Background: an optimization exercise with open tools, aiming at small area, a short achievable clock period and few clock cycles. Do not read the settings as production practice.
In this exercise RTL edits were held to simulation tests only and were not proved equivalent to the original.
No activity file was given, so power comes from the tool's default toggle rates.

`flow/config.mk`:
```
export PLATFORM = sky130hd
export DESIGN_NAME = huffman_codegen
export DESIGN_NICKNAME = huffman_codegen
export VERILOG_FILES = /design/flow/design.v
export SDC_FILE = /design/flow/constraint.sdc
export NUM_CORES = 8
export LEC_CHECK = 0
export CAP_MARGIN = 20
export CORE_MARGIN = 2
export CORE_UTILIZATION = 40
export PLACE_DENSITY = 0.6
export SLEW_MARGIN = 20
```
`flow/constraint.sdc`:
```
create_clock -name core_clock -period 10.0 [get_ports {clk}]
set_input_delay 2.0000 -clock core_clock [delete_from_list [all_inputs] [get_ports {clk}]]
set_output_delay 2.0000 -clock core_clock [all_outputs]
set_load 0.01 [all_outputs]
```
`flow/design.v`:
```
module huffman_codegen (
    input  wire       clk,
    input  wire       rst,           
    input  wire       start,
    input  wire [6:0] len,           
    output wire       ready,
    input  wire       in_valid,
    input  wire [7:0] in_data,
    output wire       in_ready,
    output wire       code_valid,
    output wire [7:0] code_sym,
    output wire [3:0] code_len,
    output wire [7:0] code_bits,     
    output wire       done,
    output wire       empty          
);
    localparam [3:0] S_IDLE   = 4'd0,
                     S_IN     = 4'd1,
                     S_SEED   = 4'd2,
                     S_FIND_A = 4'd3,
                     S_FIND_B = 4'd4,
                     S_MERGE  = 4'd5,
                     S_WALK   = 4'd6,
                     S_EMIT   = 4'd7,
                     S_DONE   = 4'd8;
    localparam integer NODES = 127;
    reg [6:0] cnt [0:255];
    reg [6:0] nfreq   [0:NODES-1];
    reg [6:0] nparent [0:NODES-1];
    reg       nright  [0:NODES-1];
    reg       nalive  [0:NODES-1];
    reg [7:0] nsym    [0:63];
    reg [3:0] state;
    reg [6:0] n_in;        
    reg [8:0] s;           
    reg [6:0] k;           
    reg [6:0] nn;          
    reg [6:0] j;           
    reg [6:0] min_idx;
    reg [6:0] min_freq;
    reg       min_found;
    reg [6:0] a_idx;
    reg [6:0] b_idx;
    reg [6:0] leaf;        
    reg [6:0] cur;
    reg [3:0] clen;
    reg [7:0] cbits;
    integer q;
    assign ready    = (state == S_IDLE);
    assign in_ready = (state == S_IN);
    wire [6:0] root = nn - 7'd1;
    always @(posedge clk) begin
        if (rst) begin
            state <= S_IDLE;
        end else begin
            case (state)
                S_IDLE: begin
                    if (start) begin
                        for (q = 0; q < 256; q = q + 1)
                            cnt[q] <= 7'd0;
                        for (q = 0; q < NODES; q = q + 1)
                            nalive[q] <= 1'b0;
                        n_in  <= len;
                        s     <= 9'd0;
                        k     <= 7'd0;
                        state <= (len == 7'd0) ? S_SEED : S_IN;
                    end
                end
                S_IN: begin
                    if (in_valid) begin
                        cnt[in_data] <= cnt[in_data] + 7'd1;
                        n_in <= n_in - 7'd1;
                        if (n_in == 7'd1)
                            state <= S_SEED;
                    end
                end
                S_SEED: begin
                    if (s == 9'd256) begin
                        nn <= k;
                        if (k == 7'd0) begin
                            state <= S_DONE;
                        end else if (k == 7'd1) begin
                            leaf  <= 7'd0;
                            clen  <= 4'd1;
                            cbits <= 8'd0;
                            state <= S_EMIT;
                        end else begin
                            j         <= 7'd0;
                            min_found <= 1'b0;
                            state     <= S_FIND_A;
                        end
                    end else begin
                        if (cnt[s[7:0]] != 7'd0) begin
                            nfreq[k]  <= cnt[s[7:0]];
                            nsym[k[5:0]] <= s[7:0];
                            nalive[k] <= 1'b1;
                            k         <= k + 7'd1;
                        end
                        s <= s + 9'd1;
                    end
                end
                S_FIND_A, S_FIND_B: begin
                    if (j == nn) begin
                        nalive[min_idx] <= 1'b0;
                        j         <= 7'd0;
                        min_found <= 1'b0;
                        if (state == S_FIND_A) begin
                            a_idx <= min_idx;
                            state <= S_FIND_B;
                        end else begin
                            b_idx <= min_idx;
                            state <= S_MERGE;
                        end
                    end else begin
                        if (nalive[j] && (!min_found || nfreq[j] < min_freq)) begin
                            min_found <= 1'b1;
                            min_idx   <= j;
                            min_freq  <= nfreq[j];
                        end
                        j <= j + 7'd1;
                    end
                end
                S_MERGE: begin
                    nfreq[nn]      <= nfreq[a_idx] + nfreq[b_idx];
                    nalive[nn]     <= 1'b1;
                    nparent[a_idx] <= nn;
                    nright[a_idx]  <= 1'b0;
                    nparent[b_idx] <= nn;
                    nright[b_idx]  <= 1'b1;
                    nn             <= nn + 7'd1;
                    j              <= 7'd0;
                    min_found      <= 1'b0;
                    if ({1'b0, nn} == {k, 1'b0} - 8'd2) begin
                        leaf  <= 7'd0;
                        cur   <= 7'd0;
                        clen  <= 4'd0;
                        cbits <= 8'd0;
                        state <= S_WALK;
                    end else begin
                        state <= S_FIND_A;
                    end
                end
                S_WALK: begin
                    if (cur == root) begin
                        state <= S_EMIT;
                    end else begin
                        cbits <= cbits | ({7'd0, nright[cur]} << clen);
                        clen  <= clen + 4'd1;
                        cur   <= nparent[cur];
                    end
                end
                S_EMIT: begin
                    if (leaf + 7'd1 == k) begin
                        state <= S_IDLE;
                    end else begin
                        leaf  <= leaf + 7'd1;
                        cur   <= leaf + 7'd1;
                        clen  <= 4'd0;
                        cbits <= 8'd0;
                        state <= S_WALK;
                    end
                end
                S_DONE: begin
                    state <= S_IDLE;
                end
                default: state <= S_IDLE;
            endcase
        end
    end
    assign code_valid = (state == S_EMIT);
    assign code_sym   = nsym[leaf[5:0]];
    assign code_len   = clen;
    assign code_bits  = cbits;
    assign done       = ((state == S_EMIT) && (leaf + 7'd1 == k)) || (state == S_DONE);
    assign empty      = (state == S_DONE);
endmodule
```
`flow/run.sh`:
```
#!/bin/bash
# synth_recipe.tcl (not shown) runs the flow's synth.tcl, then flattens the netlist and writes it again
# the make line also repeats each setting of config.mk as NAME=value (left out here)
make -C /OpenROAD-flow-scripts/flow DESIGN_CONFIG=/design/flow/config.mk WORK_HOME=/design/flow/orfs CLKGATE_MAP_FILE= SYNTH_SCRIPT=/design/flow/synth_recipe.tcl finish
```
==> flow_metrics.env <==
export IMPL_reg2reg_to="nsym[1][3]"
export IMPL_ios=44
export IMPL_tns_ns=0
export IMPL_via_per_inst=6.42
export IMPL_start_kind="flop"
export IMPL_dr_pass1_iters=8
export IMPL_crit_required_ns=10.63
export IMPL_areaGrowthSynthToFinish_pct=11.5
export IMPL_dp_slack_ns=2.52
export IMPL_clkTransAtPathRegs_ns=0.06
export IMPL_synth_compound_area_share_pct=2.70
export IMPL_placed_cell_area_mm2=0.228
export IMPL_powerDensity_mw_per_mm2=220
export IMPL_cts_resized=0
export IMPL_syn_nets=13200
export IMPL_synth_area_leaders="edfxtp_1, mux4_2, nor2_1, nand2_1, dfxtp_1"
export IMPL_grt_usage_pct=24.6
export IMPL_dpl_hpwl_um=444000
export IMPL_hold_path_depth=2
export IMPL_antenna_found_initial=36
export IMPL_min_to="nright[6]"
export IMPL_ys_seq_area_share_pct=60.9
export IMPL_final_max_slew_viol_count=0
export IMPL_grt_pass1_vias=129000
export IMPL_grt_overflow_total=0
export IMPL_clkLatencyLatePin_ns=1.09
export IMPL_port_buffers=43
export IMPL_numCtsBuffers=464
export IMPL_synthDistinctLibCells=78
export IMPL_reg2regPathDepth=12
export IMPL_yosys_area_top_type="edfxtp_1"
export IMPL_via_count=132000
export IMPL_yosys_warnings=1
export IMPL_dp_cells=19800
export IMPL_synth_top_family_by_area="multiplexers"
export IMPL_timing_fmax_ghz=0.128
export IMPL_start_util_pct=40.1
export IMPL_synth_xor_area_share_pct=0.281
export IMPL_rsz0062_at_grt="no"
export IMPL_maxCapViolCount=0
export IMPL_hold_path_class="reg2reg"
export IMPL_drt_iter0_drc=19200
export IMPL_min_period_over_period_pct=78.2
export IMPL_whs_ns=0.445
export IMPL_worstSetupPathType="reg2reg"
export IMPL_worst_slack_ns=2.18
export IMPL_worst_clock_skew_ns=0.109
export IMPL_cts_hold_buf=0
export IMPL_cts_tree="built"
export IMPL_timing_critical_path_arrival_ns=8.44
export IMPL_synth_simple_area_share_pct=8.32
export IMPL_syn_inst=13200
export IMPL_ant_nets=0
export IMPL_core_mm2=0.544
export IMPL_peakVddDrop_v=0.000441
export IMPL_post_cts_buffers=0
export IMPL_syn_area_mm2=0.218
export IMPL_final_area_mm2=0.243
export IMPL_seq_area_mm2=0.133
export IMPL_synth_top_area_share_pct=59.3
export IMPL_ys_flop_type="edfxtp_1"
export IMPL_max_clock_path_buffers=4
export IMPL_final_cells=20600
export IMPL_p_total_mw=53.5
export IMPL_totalWireLength_um=691000
export IMPL_drc=0
export IMPL_p_leak_nw=77.1
export IMPL_multi_input_area_mm2=0.0809
export IMPL_root_buffer="clkbuf_16"
export IMPL_worst_pin_slew_ns=1.27
export IMPL_rrSetupSlack_ns=2.18
export IMPL_max_slew_margin_pct=15.3
export IMPL_synth_edff_count=4302
export IMPL_status="finished clean"
export IMPL_grt_pass1_wl_um=984000
export IMPL_post_route_util_pct=44.7
export IMPL_ys_ff_latch=4475
export IMPL_hold_viol_final=0
export IMPL_rows=271
export IMPL_nFillCells=46900
export IMPL_min_from="nright[6]"
export IMPL_nNetsFinal=13000
export IMPL_period_needed_ns=7.82
export IMPL_layout_drive_gt1_share_pct=30.5
export IMPL_path_max_fanout=36
export IMPL_grt_max_degree=137
export IMPL_die_h_um=742
export IMPL_endpoint_kind="flop"
export IMPL_cts_sinks=4475
export IMPL_synth_area_mux_share_pct=25.1
export IMPL_place_congestion=0.905
export IMPL_synthAdderAreaFrac_pct=0.158
export IMPL_htreeDepth=5
export IMPL_wire_per_inst_um=33.5
export IMPL_dieArea_mm2=0.551
export IMPL_synth_avg_cell_area_um2=16.5
export IMPL_ys_async_sr_fraction_pct=0
export IMPL_die_w_um=742
export IMPL_finalSetupViolCount=0
==> cells in the final DEF (no fill, tap or decap), types with 42 or more instances in the layout <==
cell type  count
edfxtp_1    4302
o21ai_0      378
buf_12        50
mux2i_1      146
clkinv_2      94
o22ai_1       52
a22oi_1      158
mux4_2      2305
clkinv_1     101
bufinv_16     51
dfxtp_1      144
buf_4        452
mux2_2       123
clkbuf_1      93
a21oi_1      121
nor3_2       321
nor4_1       157
nand2_1     1161
nor2_1      1441
nand2b_1      42
clkbuf_16    467
nand3_1       59
nor2b_1       60
nor3_1       147
and3_1       274
==> final cells by class <==
class,instances,area share (%)
sequential,4475,54.6
timing repair buffer,549,2.02
antenna,12,0.0124
inverter,36,0.0556
multi-input combinational,7475,33.3
clock inverter,291,1.24
tap,7234,3.73
clock buffer,569,5.00
==> worst max-delay path by stage <==
stage,start,to,slack [ns],depth (start not counted)
6_report,flop,nsym[1][3],2.18,12
5_1_grt,flop,nsym[1][3],2.27,12
4_1_cts,flop,nsym[20][2],2.46,12
3_5_place_dp,flop,nsym[20][4],2.52,12
3_3_place_gp,rst,nalive[70],2.19,9
2_1_floorplan,rst,nfreq[0][5],1.10,5
==> synthesized netlist by cell type, types with 146 or more instances <==
| library cell | number |
|---|---|
| edfxtp_1 | 4302 |
| mux4_2 | 2305 |
| nor2_1 | 1473 |
| nand2_1 | 1165 |
| clkbuf_1 | 653 |
| o21ai_0 | 413 |
| and3_1 | 275 |
| buf_2 | 255 |
| nor3_2 | 241 |
| nor3_1 | 230 |
| nor4_1 | 188 |
| buf_1 | 182 |
| dfxtp_1 | 173 |
| a22oi_1 | 158 |
| mux2i_1 | 146 |
==> registers in the layout, indices dropped and copies added (netlist names), 7 cells and up, named ones only <==
register / count
n_in: 7
nsym: 512
nn: 7
min_freq: 7
nparent: 889
cbits: 8
min_idx: 7
nfreq: 889
b_idx: 7
nright: 127
j: 7
s: 9
cnt: 1792
k: 7
nalive: 128
a_idx: 7
cur: 7
leaf: 7
==> worst max-delay path, stage by stage, from the launching register on <==
cell and delay [ns]:
dfxtp_2 0.34, buf_4 0.25, nor2_1 1.02, nand2_1 0.72
a2111oi_0 1.19, nor4_1 0.29, a22oi_1 0.81, a22oi_1 0.23
nand4_2 0.16, buf_4 0.31, nand2_2 0.58, buf_4 0.49
nor4_2 0.91
==> metal layers <==
layer	routed length, µm	global-route usage (%)	vias up	part of all wire [%]
met1	271000	34.5	70200	39
li1	-	-	53100	-
met4	30700	9.21	8	4.4
met2	319000	38.0	7801	46
met3	70800	5.07	1363	10
met5	54	0	-	0.0078
==> kinds of logic (layout without fill, tap and decap cells) <==
kind of cell | after synthesis | after routing
other | 0 | 12
DFF | 4475 | 4475
AOI/OAI and AO/OA | 955 | 955
buffers and inverters | 1240 | 1445
adders and majority gates | 27 | 27
and+or+nand+nor | 3850 | 3850
muxes | 2574 | 2574
xor gates and xnor gates | 69 | 69
==> power breakdown <==
group | switching (mW) | internal (mW) | total [mW] | leakage (nW)
Combinational | 7.92 | 3.87 | 11.8 | 28.5
Sequential | 0.859 | 23.2 | 24.0 | 41.3
Clock | 7.69 | 9.96 | 17.6 | 7.40
Total | 16.5 | 37.0 | 53.5 | 77.1
Testbench counts, summed over its fixed seeds: cycles 405,290.

==> separate check: timing with driven ports <==
In the flow no input, the clock included, has a driving cell. The finished layout below was timed again as built, in two steps. Step 1 sets driving cells, clkbuf_16 on the clock port and buf_2 on the other inputs (assumed; they add their load-dependent delay and slew). Step 2 moves the port delays by t, midway between the first and last clock arrival at a register: inputs arrive t later, outputs are due t later. That takes back most of the time a late clock gives input paths. a / b / c = no drivers / after step 1 / after step 2; a / b = the first two.
shift t [ns]: 1.177
slack for setup (ns): 2.182 / 2.182 / 2.182
hold WS [ns]: 0.445 / 0.445 / 0.445
worst setup path after step 2: register to register
After both steps this run still meets setup and hold. For this run, drivers alone change the setup slack by 0.000 ns; drivers and shift together by 0.000 ns.
